What follows belongs to an exercise in optimizing a design on an open flow for small area, a short achievable clock period and few clock cycles; a production flow would make more cautious choices. In this exercise RTL edits were held to simulation tests only and were not proved equivalent to the original. No activity file was given, so power comes from the tool's default toggle rates.

**flow/config.mk**
```make
export PLATFORM = sky130hd
export DESIGN_NAME = sbcore
export DESIGN_NICKNAME = sbcore
export VERILOG_FILES = /design/flow/design.v
export SDC_FILE = /design/flow/constraint.sdc
export NUM_CORES = 4
export LEC_CHECK = 0
export CAP_MARGIN = 20
export CORE_MARGIN = 2
export CORE_UTILIZATION = 40
export PLACE_DENSITY = 0.6
export SLEW_MARGIN = 20
```
**flow/constraint.sdc**
```tcl
create_clock -name core_clock -period 10.0 [get_ports {clk}]
set_input_delay 2.0000 -clock core_clock [delete_from_list [all_inputs] [get_ports {clk}]]
set_output_delay 2.0000 -clock core_clock [all_outputs]
set_load 0.01 [all_outputs]
```
**flow/design.v**
```verilog
module sbcore #(
    parameter [31:0] UART_BASE     = 32'h4000_C000,
    parameter [11:0] UART_DR_OFF   = 12'h000,
    parameter [11:0] UART_FR_OFF   = 12'h018,
    parameter [11:0] UART_IBRD_OFF = 12'h024,
    parameter [11:0] UART_FBRD_OFF = 12'h028,
    parameter [11:0] UART_LCR_OFF  = 12'h02C,
    parameter [11:0] UART_CR_OFF   = 12'h030,
    parameter integer FR_TXFF_BIT  = 5,
    parameter integer FR_RXFE_BIT  = 4
) (
    input  wire        clk,
    input  wire        rst,
    input  wire        host_we,
    input  wire [7:0]  host_addr,
    input  wire [31:0] host_wdata,
    output reg  [31:0] host_rdata,
    output reg         i2c_req,
    output reg  [2:0]  i2c_op,
    output reg  [7:0]  i2c_wdata,
    output reg         i2c_last,
    input  wire        i2c_ack,
    input  wire        i2c_nack,
    input  wire [7:0]  i2c_rdata,
    output reg         spi_req,
    output reg  [1:0]  spi_op,
    output reg  [7:0]  spi_wdata,
    input  wire        spi_ack,
    input  wire [7:0]  spi_rdata,
    output reg         uart_req,
    output reg         uart_we,
    output reg  [31:0] uart_addr,
    output reg  [31:0] uart_wdata,
    input  wire        uart_ack,
    input  wire [31:0] uart_rdata
);
    localparam [4:0] OP_NOP       = 5'h00,
                     OP_BAUD_CALC = 5'h01,
                     OP_UART_INIT = 5'h02,
                     OP_UART_WR   = 5'h03,
                     OP_UART_RD   = 5'h04,
                     OP_I2C_WR    = 5'h05,
                     OP_I2C_RD    = 5'h06,
                     OP_SPI_WR    = 5'h07,
                     OP_SPI_RD    = 5'h08,
                     OP_SPI_CMD   = 5'h09,
                     OP_SPI_CMDR  = 5'h0A,
                     OP_ASM16     = 5'h0B,
                     OP_ASM_SMP   = 5'h0C,
                     OP_POLL_INIT = 5'h0D,
                     OP_POLL_STEP = 5'h0E,
                     OP_POLL_RUN  = 5'h0F;
    localparam [3:0] R_OK = 4'd0, R_TIMEOUT = 4'd1, R_INV_LEN = 4'd2,
                     R_BUS_FAULT = 4'd3, R_INV_CFG = 4'd4, R_ILLEGAL = 4'd5;
    localparam [2:0] P_IDLE = 3'd0, P_EVAL = 3'd1, P_READY = 3'd2,
                     P_RETRY = 3'd3, P_TIMEOUT = 3'd4, P_FAULT = 3'd5;
    localparam [2:0] I2C_START = 3'd0, I2C_RSTART = 3'd1, I2C_WRITE = 3'd2,
                     I2C_READ = 3'd3, I2C_STOP = 3'd4;
    localparam [1:0] SPI_CSA = 2'd0, SPI_XFER = 2'd1, SPI_CSD = 2'd2;
    localparam [4:0] PH_QUICK   = 5'd0,    
                     PH_DIV     = 5'd1,    
                     PH_DIVEND  = 5'd2,    
                     PH_U_FBRD  = 5'd3,
                     PH_U_LCR   = 5'd4,
                     PH_U_CR    = 5'd5,
                     PH_U_FR    = 5'd6,
                     PH_U_DRW   = 5'd7,
                     PH_U_DRR   = 5'd8,
                     PH_I_START = 5'd9,
                     PH_I_AW    = 5'd10,
                     PH_I_REG   = 5'd11,
                     PH_I_DATA  = 5'd12,
                     PH_I_RSTART= 5'd13,
                     PH_I_AR    = 5'd14,
                     PH_I_READ  = 5'd15,
                     PH_I_STOP  = 5'd16,
                     PH_I_STOPF = 5'd17,   
                     PH_S_CSA   = 5'd18,
                     PH_S_INSTR = 5'd19,
                     PH_S_ADDRH = 5'd20,
                     PH_S_ADDRL = 5'd21,
                     PH_S_WDATA = 5'd22,
                     PH_S_RDATA = 5'd23,
                     PH_S_CSD   = 5'd24;
    localparam integer STAGES = 2;
    localparam integer DIV_CYC = 24 / STAGES;    
    function legal;
        input [31:0] w;
        begin
            case (w[4:0])
                OP_NOP, OP_BAUD_CALC, OP_UART_INIT, OP_ASM_SMP,
                OP_POLL_INIT, OP_POLL_STEP, OP_POLL_RUN:
                    legal = (w[31:5] == 27'd0);
                OP_UART_WR:
                    legal = (w[7:5] == 3'd0) && (w[15:8] == 8'd0) && (w[31:24] == 8'd0);
                OP_UART_RD:
                    legal = (w[7:5] == 3'd0) && (w[23:8] == 16'd0) && (w[31:29] == 3'd0);
                OP_I2C_WR, OP_SPI_WR:
                    legal = (w[7:5] == 3'd0) && (w[31:24] == 8'd0);
                OP_I2C_RD, OP_SPI_RD, OP_SPI_CMDR:
                    legal = (w[7:5] == 3'd0) && (w[23:16] == 8'd0) && (w[31:29] == 3'd0);
                OP_SPI_CMD, OP_ASM16:
                    legal = (w[7:5] == 3'd0) && (w[31:16] == 16'd0);
                default:
                    legal = 1'b0;
            endcase
        end
    endfunction
    function [4:0] txn_first;
        input [4:0] op;
        begin
            case (op)
                OP_UART_WR, OP_UART_RD: txn_first = PH_U_FR;
                OP_I2C_WR, OP_I2C_RD:   txn_first = PH_I_START;
                default:                txn_first = PH_S_CSA;
            endcase
        end
    endfunction
    function [3:0] code_of;
        input [2:0] s;
        begin
            case (s)
                P_TIMEOUT: code_of = R_TIMEOUT;
                P_FAULT:   code_of = R_BUS_FAULT;
                default:   code_of = R_OK;
            endcase
        end
    endfunction
    reg [31:0] cur;
    reg        busy, done, reject, cs, held;
    reg [3:0]  result;
    reg [6:0]  i2c_dev;
    reg [15:0] maddr;
    reg [31:0] clk_hz, baud;
    reg [15:0] ibrd;
    reg [5:0]  fbrd;
    reg [31:0] uart_lcr, uart_cr;
    reg [31:0] poll_cfg, poll_txn;
    reg [7:0]  p_last;
    reg [2:0]  p_state;
    reg [15:0] p_attempts;
    reg [15:0] asmv;
    reg [15:0] ch0, ch1, ch2, ch3, ch4, ch5;
    reg [7:0]  rxbuf [0:15];
    reg [4:0]  phase;
    reg [3:0]  idx;         
    reg        in_poll;     
    reg        poll_run;    
    reg [3:0]  code;        
    reg [28:0] d_rem;
    reg [23:0] d_quo;
    wire [7:0]  p_mask  = poll_cfg[7:0];
    wire [7:0]  p_match = poll_cfg[15:8];
    wire [15:0] p_max   = poll_cfg[31:16];
    wire [4:0]  t_op  = poll_txn[4:0];
    wire        txn_ok = legal(poll_txn) && (poll_txn[28:24] == 5'd1) &&
                         ((t_op == OP_SPI_RD) || (t_op == OP_SPI_CMDR) ||
                          (t_op == OP_UART_RD) ||
                          ((t_op == OP_I2C_RD) && (i2c_dev != 7'd0)));
    wire        p_terminal = (p_state == P_READY) || (p_state == P_TIMEOUT) ||
                             (p_state == P_FAULT);
    wire        att_ge_max = (p_attempts >= p_max);
    wire [15:0] att_inc    = p_attempts + 16'd1;
    wire [4:0]  x_op  = in_poll ? t_op : cur[4:0];
    wire [7:0]  x_a8  = in_poll ? poll_txn[15:8] : cur[15:8];
    wire [3:0]  x_lm1 = in_poll ? 4'd0 : (cur[27:24] - 4'd1);   
    wire        x_last = (idx == x_lm1);
    wire [7:0]  c_d8  = cur[23:16];
    reg [28:0] dv_r [0:STAGES];
    reg [23:0] dv_q [0:STAGES];
    reg [29:0] dv_t;
    reg [29:0] dv_d;
    integer s;
    always @(*) begin
        if (busy) begin
            dv_r[0] = d_rem;
            dv_q[0] = d_quo;
        end else begin
            dv_r[0] = {17'd0, clk_hz[31:20]};
            dv_q[0] = {clk_hz[19:0], 4'd0};
        end
        for (s = 0; s < STAGES; s = s + 1) begin
            dv_t = {dv_r[s], dv_q[s][23]};
            dv_d = dv_t - {1'b0, baud[28:0]};
            if (!dv_d[29]) begin
                dv_r[s+1] = dv_d[28:0];
                dv_q[s+1] = {dv_q[s][22:0], 1'b1};
            end else begin
                dv_r[s+1] = dv_t[28:0];
                dv_q[s+1] = {dv_q[s][22:0], 1'b0};
            end
        end
    end
    wire [22:0] div_n   = {1'b0, d_quo[23:2]} + {22'd0, d_quo[1]};
    wire        div_ovf = (baud[28:12] == 17'd0) && (clk_hz[31:20] >= baud[11:0]);
    wire        div_ok  = !div_ovf && !div_n[22] && (div_n[21:6] != 16'd0) &&
                          !((div_n[21:6] == 16'hFFFF) && (div_n[5:0] != 6'd0));
    wire        baud_bad = (baud == 32'd0) || (baud[31:29] != 3'd0);
    always @(*) begin
        case (host_addr[7:2])
            6'h00: host_rdata = cur;
            6'h01: host_rdata = {20'd0, result, 3'd0, held, cs, reject, done, busy};
            6'h02: host_rdata = {25'd0, i2c_dev};
            6'h03: host_rdata = {16'd0, maddr};
            6'h04: host_rdata = clk_hz;
            6'h05: host_rdata = baud;
            6'h06: host_rdata = {10'd0, fbrd, ibrd};
            6'h07: host_rdata = uart_lcr;
            6'h08: host_rdata = uart_cr;
            6'h09: host_rdata = poll_cfg;
            6'h0A: host_rdata = poll_txn;
            6'h0B: host_rdata = {p_attempts, 5'd0, p_state, p_last};
            6'h0C: host_rdata = {{16{asmv[15]}}, asmv};
            6'h0D: host_rdata = {ch1, ch0};
            6'h0E: host_rdata = {ch3, ch2};
            6'h0F: host_rdata = {ch5, ch4};
            6'h10: host_rdata = {rxbuf[3],  rxbuf[2],  rxbuf[1],  rxbuf[0]};
            6'h11: host_rdata = {rxbuf[7],  rxbuf[6],  rxbuf[5],  rxbuf[4]};
            6'h12: host_rdata = {rxbuf[11], rxbuf[10], rxbuf[9],  rxbuf[8]};
            6'h13: host_rdata = {rxbuf[15], rxbuf[14], rxbuf[13], rxbuf[12]};
            default: host_rdata = 32'd0;
        endcase
    end
    always @(*) begin
        i2c_req = 1'b0; i2c_op = I2C_START; i2c_wdata = 8'd0; i2c_last = 1'b0;
        spi_req = 1'b0; spi_op = SPI_CSA; spi_wdata = 8'd0;
        uart_req = 1'b0; uart_we = 1'b0; uart_addr = 32'd0; uart_wdata = 32'd0;
        if (busy) begin
            case (phase)
                PH_DIVEND: begin
                    uart_req = cur[1] && div_ok;    
                    uart_we = 1'b1;
                    uart_addr = UART_BASE + {20'd0, UART_IBRD_OFF};
                    uart_wdata = {16'd0, div_n[21:6]};
                end
                PH_U_FBRD: begin
                    uart_req = 1'b1; uart_we = 1'b1;
                    uart_addr = UART_BASE + {20'd0, UART_FBRD_OFF};
                    uart_wdata = {26'd0, fbrd};
                end
                PH_U_LCR: begin
                    uart_req = 1'b1; uart_we = 1'b1;
                    uart_addr = UART_BASE + {20'd0, UART_LCR_OFF};
                    uart_wdata = uart_lcr;
                end
                PH_U_CR: begin
                    uart_req = 1'b1; uart_we = 1'b1;
                    uart_addr = UART_BASE + {20'd0, UART_CR_OFF};
                    uart_wdata = uart_cr;
                end
                PH_U_FR: begin
                    uart_req = 1'b1;
                    uart_addr = UART_BASE + {20'd0, UART_FR_OFF};
                end
                PH_U_DRW: begin
                    uart_req = 1'b1; uart_we = 1'b1;
                    uart_addr = UART_BASE + {20'd0, UART_DR_OFF};
                    uart_wdata = {24'd0, c_d8};
                end
                PH_U_DRR: begin
                    uart_req = 1'b1;
                    uart_addr = UART_BASE + {20'd0, UART_DR_OFF};
                end
                PH_I_START:  begin i2c_req = 1'b1; i2c_op = I2C_START; end
                PH_I_AW:     begin i2c_req = 1'b1; i2c_op = I2C_WRITE; i2c_wdata = {i2c_dev, 1'b0}; end
                PH_I_REG:    begin i2c_req = 1'b1; i2c_op = I2C_WRITE; i2c_wdata = x_a8; end
                PH_I_DATA:   begin i2c_req = 1'b1; i2c_op = I2C_WRITE; i2c_wdata = c_d8; end
                PH_I_RSTART: begin i2c_req = 1'b1; i2c_op = I2C_RSTART; end
                PH_I_AR:     begin i2c_req = 1'b1; i2c_op = I2C_WRITE; i2c_wdata = {i2c_dev, 1'b1}; end
                PH_I_READ:   begin i2c_req = 1'b1; i2c_op = I2C_READ; i2c_last = x_last; end
                PH_I_STOP, PH_I_STOPF:
                             begin i2c_req = 1'b1; i2c_op = I2C_STOP; end
                PH_S_CSA:    begin spi_req = 1'b1; spi_op = SPI_CSA; end
                PH_S_INSTR:  begin spi_req = 1'b1; spi_op = SPI_XFER; spi_wdata = x_a8; end
                PH_S_ADDRH:  begin spi_req = 1'b1; spi_op = SPI_XFER; spi_wdata = maddr[15:8]; end
                PH_S_ADDRL:  begin spi_req = 1'b1; spi_op = SPI_XFER; spi_wdata = maddr[7:0]; end
                PH_S_WDATA:  begin spi_req = 1'b1; spi_op = SPI_XFER; spi_wdata = c_d8; end
                PH_S_RDATA:  begin spi_req = 1'b1; spi_op = SPI_XFER; end
                PH_S_CSD:    begin spi_req = 1'b1; spi_op = SPI_CSD; end
                default: ;
            endcase
        end
    end
    wire        acc   = host_we && (host_addr[7:2] == 6'h00) && !busy;
    wire [31:0] w     = host_wdata;
    wire [4:0]  w_op  = w[4:0];
    wire        w_lg  = legal(w);
    wire        w_lbad = (w[28:24] == 5'd0) || (w[28:24] > 5'd16);
    reg  [4:0]  n_phase;
    reg  [3:0]  n_code;
    reg         n_poll;
    always @(*) begin
        n_phase = PH_QUICK;
        n_code = R_OK;
        n_poll = 1'b0;
        if (!w_lg) begin
            n_code = R_ILLEGAL;
        end else begin
            case (w_op)
                OP_BAUD_CALC, OP_UART_INIT: begin
                    if (baud_bad) n_code = R_INV_CFG;
                    else          n_phase = PH_DIV;
                end
                OP_UART_WR: n_phase = PH_U_FR;
                OP_UART_RD, OP_SPI_RD, OP_SPI_CMDR: begin
                    if (w_lbad) n_code = R_INV_LEN;
                    else        n_phase = txn_first(w_op);
                end
                OP_I2C_WR: begin
                    if (i2c_dev == 7'd0) n_code = R_INV_CFG;
                    else                 n_phase = PH_I_START;
                end
                OP_I2C_RD: begin
                    if (i2c_dev == 7'd0) n_code = R_INV_CFG;
                    else if (w_lbad)     n_code = R_INV_LEN;
                    else                 n_phase = PH_I_START;
                end
                OP_SPI_WR, OP_SPI_CMD: n_phase = PH_S_CSA;
                OP_ASM16: if (w[15:8] > 8'd14) n_code = R_INV_LEN;
                OP_POLL_INIT: if (!txn_ok) n_code = R_INV_CFG;
                OP_POLL_STEP: begin
                    case (p_state)
                        P_IDLE: begin
                            if (att_ge_max)   n_code = R_TIMEOUT;
                            else if (!txn_ok) n_code = R_INV_CFG;
                            else begin
                                n_phase = txn_first(t_op);
                                n_poll = 1'b1;
                            end
                        end
                        P_EVAL: if (!((p_last & p_mask) == p_match) && att_ge_max)
                                    n_code = R_TIMEOUT;
                        default: n_code = code_of(p_state);
                    endcase
                end
                OP_POLL_RUN: begin
                    if (!txn_ok)                n_code = R_INV_CFG;
                    else if (p_max == 16'd0)    n_code = R_TIMEOUT;
                    else begin
                        n_phase = txn_first(t_op);
                        n_poll = 1'b1;
                    end
                end
                default: ;
            endcase
        end
    end
    wire [3:0]  w_k   = w[11:8];
    wire [2:0]  k_oj  = w_k[3:1];
    wire [2:0]  k_ej  = w_k[3:1] + {2'd0, w_k[0]};
    wire [7:0]  k_o   = rxbuf[{k_oj, 1'b1}];
    wire [7:0]  k_e   = rxbuf[{k_ej, 1'b0}];
    wire [15:0] k_pair = w_k[0] ? {k_o, k_e} : {k_e, k_o};
    wire        tx_rd   = (phase == PH_U_DRR) || (phase == PH_I_READ) || (phase == PH_S_RDATA);
    reg  [7:0]  rx_byte;
    always @(*) begin
        case (phase)
            PH_U_DRR:   rx_byte = uart_rdata[7:0];
            PH_I_READ:  rx_byte = i2c_rdata;
            default:    rx_byte = spi_rdata;
        endcase
    end
    wire [7:0]  poll_byte = (phase == PH_U_DRR) ? uart_rdata[7:0] : rxbuf[0];
    wire        poll_hit  = ((poll_byte & p_mask) == p_match);
    integer i;
    always @(posedge clk) begin
        if (rst) begin
            cur <= 32'd0;
            busy <= 1'b0; done <= 1'b0; reject <= 1'b0; cs <= 1'b0; held <= 1'b0;
            result <= R_OK;
            i2c_dev <= 7'd0; maddr <= 16'd0; clk_hz <= 32'd0; baud <= 32'd0;
            ibrd <= 16'd0; fbrd <= 6'd0; uart_lcr <= 32'd0; uart_cr <= 32'd0;
            poll_cfg <= 32'd0; poll_txn <= 32'd0;
            p_last <= 8'd0; p_state <= P_IDLE; p_attempts <= 16'd0;
            asmv <= 16'd0;
            ch0 <= 16'd0; ch1 <= 16'd0; ch2 <= 16'd0;
            ch3 <= 16'd0; ch4 <= 16'd0; ch5 <= 16'd0;
            for (i = 0; i < 16; i = i + 1) rxbuf[i] <= 8'd0;
            phase <= PH_QUICK; idx <= 4'd0;
            in_poll <= 1'b0; poll_run <= 1'b0; code <= R_OK;
            d_rem <= 29'd0; d_quo <= 24'd0;
        end else begin
            if (host_we) begin
                case (host_addr[7:2])
                    6'h00: begin
                        if (!busy) begin
                            cur <= host_wdata;
                            busy <= 1'b1;
                            done <= 1'b0;
                            reject <= 1'b0;
                        end else begin
                            reject <= 1'b1;
                        end
                    end
                    6'h02, 6'h03, 6'h04, 6'h05, 6'h07, 6'h08, 6'h09, 6'h0A: begin
                        if (busy) begin
                            reject <= 1'b1;
                        end else begin
                            case (host_addr[7:2])
                                6'h02: i2c_dev  <= host_wdata[6:0];
                                6'h03: maddr    <= host_wdata[15:0];
                                6'h04: clk_hz   <= host_wdata;
                                6'h05: baud     <= host_wdata;
                                6'h07: uart_lcr <= host_wdata;
                                6'h08: uart_cr  <= host_wdata;
                                6'h09: poll_cfg <= host_wdata;
                                default: poll_txn <= host_wdata;
                            endcase
                        end
                    end
                    default: ;
                endcase
            end
            if (!busy || phase == PH_DIV) begin
                d_rem <= dv_r[STAGES];
                d_quo <= dv_q[STAGES];
            end
            if (acc) begin
                phase <= n_phase;
                code <= n_code;
                in_poll <= n_poll;
                poll_run <= (w_op == OP_POLL_RUN);
                idx <= 4'd0;
                if (w_lg) begin
                    case (w_op)
                        OP_ASM16: if (w[15:8] <= 8'd14) asmv <= k_pair;
                        OP_ASM_SMP: begin
                            ch0 <= {rxbuf[0],  rxbuf[1]};
                            ch1 <= {rxbuf[2],  rxbuf[3]};
                            ch2 <= {rxbuf[4],  rxbuf[5]};
                            ch3 <= {rxbuf[8],  rxbuf[9]};
                            ch4 <= {rxbuf[10], rxbuf[11]};
                            ch5 <= {rxbuf[12], rxbuf[13]};
                        end
                        OP_POLL_INIT: if (txn_ok) begin
                            p_state <= P_IDLE;
                            p_attempts <= 16'd0;
                            p_last <= 8'd0;
                        end
                        OP_POLL_RUN: if (txn_ok) begin
                            p_state <= (p_max == 16'd0) ? P_TIMEOUT : P_IDLE;
                            p_attempts <= 16'd0;
                            p_last <= 8'd0;
                        end
                        OP_POLL_STEP: begin
                            case (p_state)
                                P_IDLE:  if (att_ge_max) p_state <= P_TIMEOUT;
                                P_EVAL: begin
                                    if ((p_last & p_mask) == p_match) p_state <= P_READY;
                                    else if (att_ge_max)              p_state <= P_TIMEOUT;
                                    else                              p_state <= P_RETRY;
                                end
                                P_RETRY: p_state <= P_IDLE;
                                default: ;
                            endcase
                        end
                        default: ;
                    endcase
                end
            end
            if (busy) begin : seq
                reg fin, tend;
                reg [3:0] fcode;
                fin = 1'b0; tend = 1'b0; fcode = R_OK;
                case (phase)
                    PH_QUICK: begin fin = 1'b1; fcode = code; end
                    PH_DIV: begin
                        idx <= idx + 4'd1;
                        if (idx == DIV_CYC - 2) phase <= PH_DIVEND;
                    end
                    PH_DIVEND: begin
                        if (!div_ok) begin
                            fin = 1'b1; fcode = R_INV_CFG;
                        end else begin
                            ibrd <= div_n[21:6];
                            fbrd <= div_n[5:0];
                            if (!cur[1]) fin = 1'b1;
                            else if (uart_ack) phase <= PH_U_FBRD;
                        end
                    end
                    PH_U_FBRD: if (uart_ack) phase <= PH_U_LCR;
                    PH_U_LCR:  if (uart_ack) phase <= PH_U_CR;
                    PH_U_CR:   if (uart_ack) fin = 1'b1;
                    PH_U_FR: begin
                        if (uart_ack) begin
                            if (x_op == OP_UART_WR) begin
                                if (!uart_rdata[FR_TXFF_BIT]) phase <= PH_U_DRW;
                            end else begin
                                if (!uart_rdata[FR_RXFE_BIT]) phase <= PH_U_DRR;
                            end
                        end
                    end
                    PH_U_DRW: if (uart_ack) fin = 1'b1;
                    PH_U_DRR: begin
                        if (uart_ack) begin
                            if (x_last) tend = 1'b1;
                            else        phase <= PH_U_FR;
                        end
                    end
                    PH_I_START: begin
                        if (i2c_ack) begin
                            held <= 1'b1;
                            phase <= PH_I_AW;
                        end
                    end
                    PH_I_AW: begin
                        if (i2c_ack) phase <= i2c_nack ? PH_I_STOPF : PH_I_REG;
                    end
                    PH_I_REG: begin
                        if (i2c_ack) begin
                            if (i2c_nack)               phase <= PH_I_STOPF;
                            else if (x_op == OP_I2C_WR) phase <= PH_I_DATA;
                            else                        phase <= PH_I_RSTART;
                        end
                    end
                    PH_I_DATA: begin
                        if (i2c_ack) phase <= i2c_nack ? PH_I_STOPF : PH_I_STOP;
                    end
                    PH_I_RSTART: if (i2c_ack) phase <= PH_I_AR;
                    PH_I_AR: begin
                        if (i2c_ack) phase <= i2c_nack ? PH_I_STOPF : PH_I_READ;
                    end
                    PH_I_READ: begin
                        if (i2c_ack && x_last) phase <= PH_I_STOP;
                    end
                    PH_I_STOP, PH_I_STOPF: begin
                        if (i2c_ack) begin
                            held <= 1'b0;
                            tend = 1'b1;
                        end
                    end
                    PH_S_CSA: begin
                        if (spi_ack) begin
                            cs <= 1'b1;
                            phase <= PH_S_INSTR;
                        end
                    end
                    PH_S_INSTR: begin
                        if (spi_ack) begin
                            case (x_op)
                                OP_SPI_WR, OP_SPI_RD: phase <= PH_S_ADDRH;
                                OP_SPI_CMDR:          phase <= PH_S_RDATA;
                                default:              phase <= PH_S_CSD;
                            endcase
                        end
                    end
                    PH_S_ADDRH: if (spi_ack) phase <= PH_S_ADDRL;
                    PH_S_ADDRL: begin
                        if (spi_ack) phase <= (x_op == OP_SPI_WR) ? PH_S_WDATA : PH_S_RDATA;
                    end
                    PH_S_WDATA: if (spi_ack) phase <= PH_S_CSD;
                    PH_S_RDATA: begin
                        if (spi_ack && x_last) phase <= PH_S_CSD;
                    end
                    PH_S_CSD: begin
                        if (spi_ack) begin
                            cs <= 1'b0;
                            tend = 1'b1;
                        end
                    end
                    default: fin = 1'b1;
                endcase
                if (tx_rd && (i2c_ack || spi_ack || uart_ack)) begin
                    rxbuf[idx] <= rx_byte;
                    idx <= idx + 4'd1;
                end
                if (tend) begin
                    if (!in_poll) begin
                        fin = 1'b1;
                        fcode = (phase == PH_I_STOPF) ? R_BUS_FAULT : R_OK;
                    end else begin
                        p_attempts <= att_inc;
                        if (phase == PH_I_STOPF) begin
                            p_state <= P_FAULT;
                            fin = 1'b1; fcode = R_BUS_FAULT;
                        end else begin
                            p_last <= poll_byte;
                            if (!poll_run) begin
                                p_state <= P_EVAL;
                                fin = 1'b1;
                            end else if (poll_hit) begin
                                p_state <= P_READY;
                                fin = 1'b1;
                            end else if (att_inc == p_max) begin
                                p_state <= P_TIMEOUT;
                                fin = 1'b1; fcode = R_TIMEOUT;
                            end else begin
                                p_state <= P_IDLE;
                                idx <= 4'd0;
                                phase <= txn_first(t_op);
                            end
                        end
                    end
                end
                if (fin) begin
                    result <= fcode;
                    busy <= 1'b0;
                    done <= 1'b1;
                end
            end
        end
    end
endmodule
```
**flow/run.sh**
```bash
#!/bin/bash
# synth_recipe.tcl (not shown) runs the flow's synth.tcl, then flattens the netlist and writes it again
# the make line also repeats each setting of config.mk as NAME=value (left out here)
make -C /OpenROAD-flow-scripts/flow DESIGN_CONFIG=/design/flow/config.mk WORK_HOME=/design/flow/orfs CLKGATE_MAP_FILE= SYNTH_SCRIPT=/design/flow/synth_recipe.tcl finish
```
==> summary.txt <==
==> cells by family (layout without fill, tap and decap cells) <==
family	Yosys count	after routing	share of synthesized area (%)
buffers and inverters	489	500	5.54
flip-flops	611	611	37.5
multiplexers	156	156	5.68
adder cells (fa/ha/maj)	100	100	3.51
AO/OA/AOI/OAI	1217	1217	22.0
other	1	33	0.0104
XOR/XNOR	115	115	2.85
AND/OR/NAND/NOR	1890	1890	22.9
==> layer usage <==
layer	track usage [%]	wire [um]	part of all wire (%)
met1	50.4	69300	38
met2	53.0	72900	40
met3	8.64	22800	13
met4	28.1	15700	8.7
met5	0	34	0.019
==> cells in the final DEF (no fill, tap or decap), drive strengths merged, types with 49 or more instances in the layout <==
| master | count |
|---|---|
| clkdlybuf4s50 | 162 |
| nor2 | 443 |
| a22oi | 127 |
| edfxtp | 128 |
| o21ai | 120 |
| xnor2 | 71 |
| clkbuf | 99 |
| nor4 | 49 |
| buf | 109 |
| a21oi | 528 |
| a222oi | 60 |
| ha | 98 |
| nand2 | 990 |
| inv | 99 |
| dfxtp | 483 |
| nor3 | 61 |
| mux2i | 74 |
| nand3 | 75 |
| a221oi | 64 |
==> registers in the layout, indices dropped and copies added, names as in the netlist, 5 cells and up <==
register    flops
cur            32
phase           5
fbrd            6
i2c_dev         7
poll_cfg       32
baud           32
uart_cr        32
rxbuf         128
ch2            16
asmv           16
d_rem          29
ibrd           16
d_quo          24
maddr          16
ch0            16
ch3            16
ch5            16
p_attempts     16
ch4            16
clk_hz         32
p_last          8
ch1            16
poll_txn       32
uart_lcr       32
==> final timing paths <==
| kind | start | to | slack, ps | depth (start not counted) |
|---|---|---|---|---|
| setup reg to reg | busy | d_rem[9] | 2200 | 23 |
| hold reg to reg | ch0[1] | ch0[1] | 450 | 2 |
| setup / recovery | host_addr[5] | host_rdata[28] | 1970 | 10 |
| hold / removal | ch0[1] | ch0[1] | 450 | 2 |
==> power breakdown <==
part           switching, mW  total (mW)  leakage [nW]  internal, mW
clock network           1.17        2.71          1.16          1.55
logic                  0.363       0.541          7.42         0.179
registers             0.0701        2.63          5.14          2.56
total                   1.60        5.89          13.7          4.29
==> critical path, stage by stage <==
cell and delay, ps:
clkdlybuf4s50_1 550, nor2_1 270, nand3b_1 460, nor2_2 1000, buf_4 340, buf_4 200
a222oi_1 150, and4_1 240, nand3_1 190, clkdlybuf4s50_1 590
==> area by class of cell <==
class                           count  share of cell area (%)
Clock inverter                     31                   0.797
Multi-Input combinational cell   3503                    50.7
Sequential cell                   611                    33.0
Timing Repair Buffer              271                    6.01
Antenna cell                        8                  0.0488
Clock buffer                       99                    4.99
Inverter                           99                   0.907
Tap cell                         1176                    3.59
==> results_dict.tcl <==
set metrics [dict create \
    grt_pass1_vias 33800 \
    post-route-util_pct 45.7 \
    final_layout_size_suffix_gt1_share_pct 7.85 \
    htreeDepth 3 \
    critPathKind "in2out" \
    postCtsSetupBuffers 0 \
    whs_ps 453 \
    rsz0062_at_grt "false" \
    slew-limit-headroom_pct 9.28 \
    chipHeight_um 304 \
    dpl_cell_area_um2 38600 \
    regArea_um2 13500 \
    avgSynthCellArea_um2 7.87 \
    drt_iter0_markers 6347 \
    n_fill_cell 9050 \
    post-route-min-period_ps 8030 \
    coreArea_um2 89600 \
    route.detailed.drc 0 \
    io_buffers 165 \
    synthFlopType "dfxtp_1" \
    cts_buffer_depth 3 \
    syn2layout_area_growth_pct 13.7 \
    synth_warnings 3 \
    drt-total-wl_um 181000 \
    arrival_ps 6030 \
    dp_hpwl_um 132000 \
    tightest_slew_ps 1350 \
    hold_class "reg2reg" \
    yosysTopAreaCell "dfxtp_1" \
    yosysSeqAreaShare_pct 37.5 \
    grt_pass1_wl_um 253000 \
    cts_tree "built" \
    holdBufCountCts 0 \
    clock_skew_ps 18.2 \
    numCtsBuffers 72 \
    numClockSinks 611 \
    crit_fanout 15 \
    synth_async_sr_flop_share_pct 0 \
    crit_path_end_kind "output pin" \
    ys_types 87 \
    synth_commonest_cells "989 x nand2_1, 528 x a21oi_1, 483 x dfxtp_1, 442 x nor2_1, 307 x clkbuf_1" \
    wl_per_cell_um 31.2 \
    finalHoldViolations 0 \
    synth_cells 4579 \
    finalNonFillerCells 5798 \
    timing.final.max_slew_violations 0 \
    grt_max_degree 102 \
    place_congestion 1.07 \
    crit_path_start_kind "primary input" \
    post_cts_resized 0 \
    peakVddDrop_uv 146 \
    dp_cells 5660 \
    synth.most_common_cell "nand2_1" \
    multi_input_area_um2 20800 \
    antenna_found_initial 7 \
    synth_seq_cells 611 \
    num_rows 110 \
    finalInstanceArea_um2 41000 \
    drv_cap 0 \
    synth-edff-count 128 \
    num-nets-final 4753 \
    synthTopCellsByArea "dfxtp_1 27%, edfxtp_1 11%, nand2_1 10%" \
    total_power_mw 5.89 \
    dieArea_um2 92500 \
    setup_viol 0 \
    synth_top_area_share_pct 26.8 \
    grt_overflow 0 \
    clk_pin_slew_worst_paths_ps 60 \
    start_util_pct 40.2 \
    p_leak_nw 13.7 \
    die_w_um 304 \
    period_share_pct 80.3 \
    grt_use_total_pct 37.8 \
    setup_slack_ps 1970 \
    final.setup.tns_ps 0 \
    outcome "finished clean" \
    ioPinCount 217 \
    root_buffer "clkbuf_16" \
    cp.required_ps 8000 \
    clkLatencyLatePin_ps 660 \
    synth_area_um2 36000 \
    dr.pass1.iters 10 \
    ant_nets 0 \
    power_density_nw_per_um2 144 \
    dp_worst_setup_slack_ps 2230 \
    fmax_mhz 124 \
    via_per_inst 6.49 \
    vias 37700 \
]
Testbench counts, summed over its fixed seeds: cycles 9,558.

-- static timing again, ports no longer ideal --
Ports are ideal in the flow. The routed layout listed here was re-timed in OpenROAD. Step 1 (the two cells are an assumption about what drives the block):
set clk [get_ports {clk}]
set_driving_cell -lib_cell sky130_fd_sc_hd__clkbuf_16 $clk
set_driving_cell -lib_cell sky130_fd_sc_hd__buf_2 [delete_from_list [all_inputs] $clk]
Step 2 times the ports against the registers' clock, not the clock port: input delays grow and output delays shrink by t, the midpoint of the rising clock arrivals with the driver on. a / b / c = ideal / step 1 / step 2; a / b = the first two.
t, ns: 0.718
slack for setup (ns): 1.965 / 1.944 / 1.944
hold WS [ns]: 0.453 / 0.453 / 0.453
After both steps this run still meets setup and hold. The setup slack of this run moves by -0.021 ns with the drivers and by -0.021 ns with both steps.
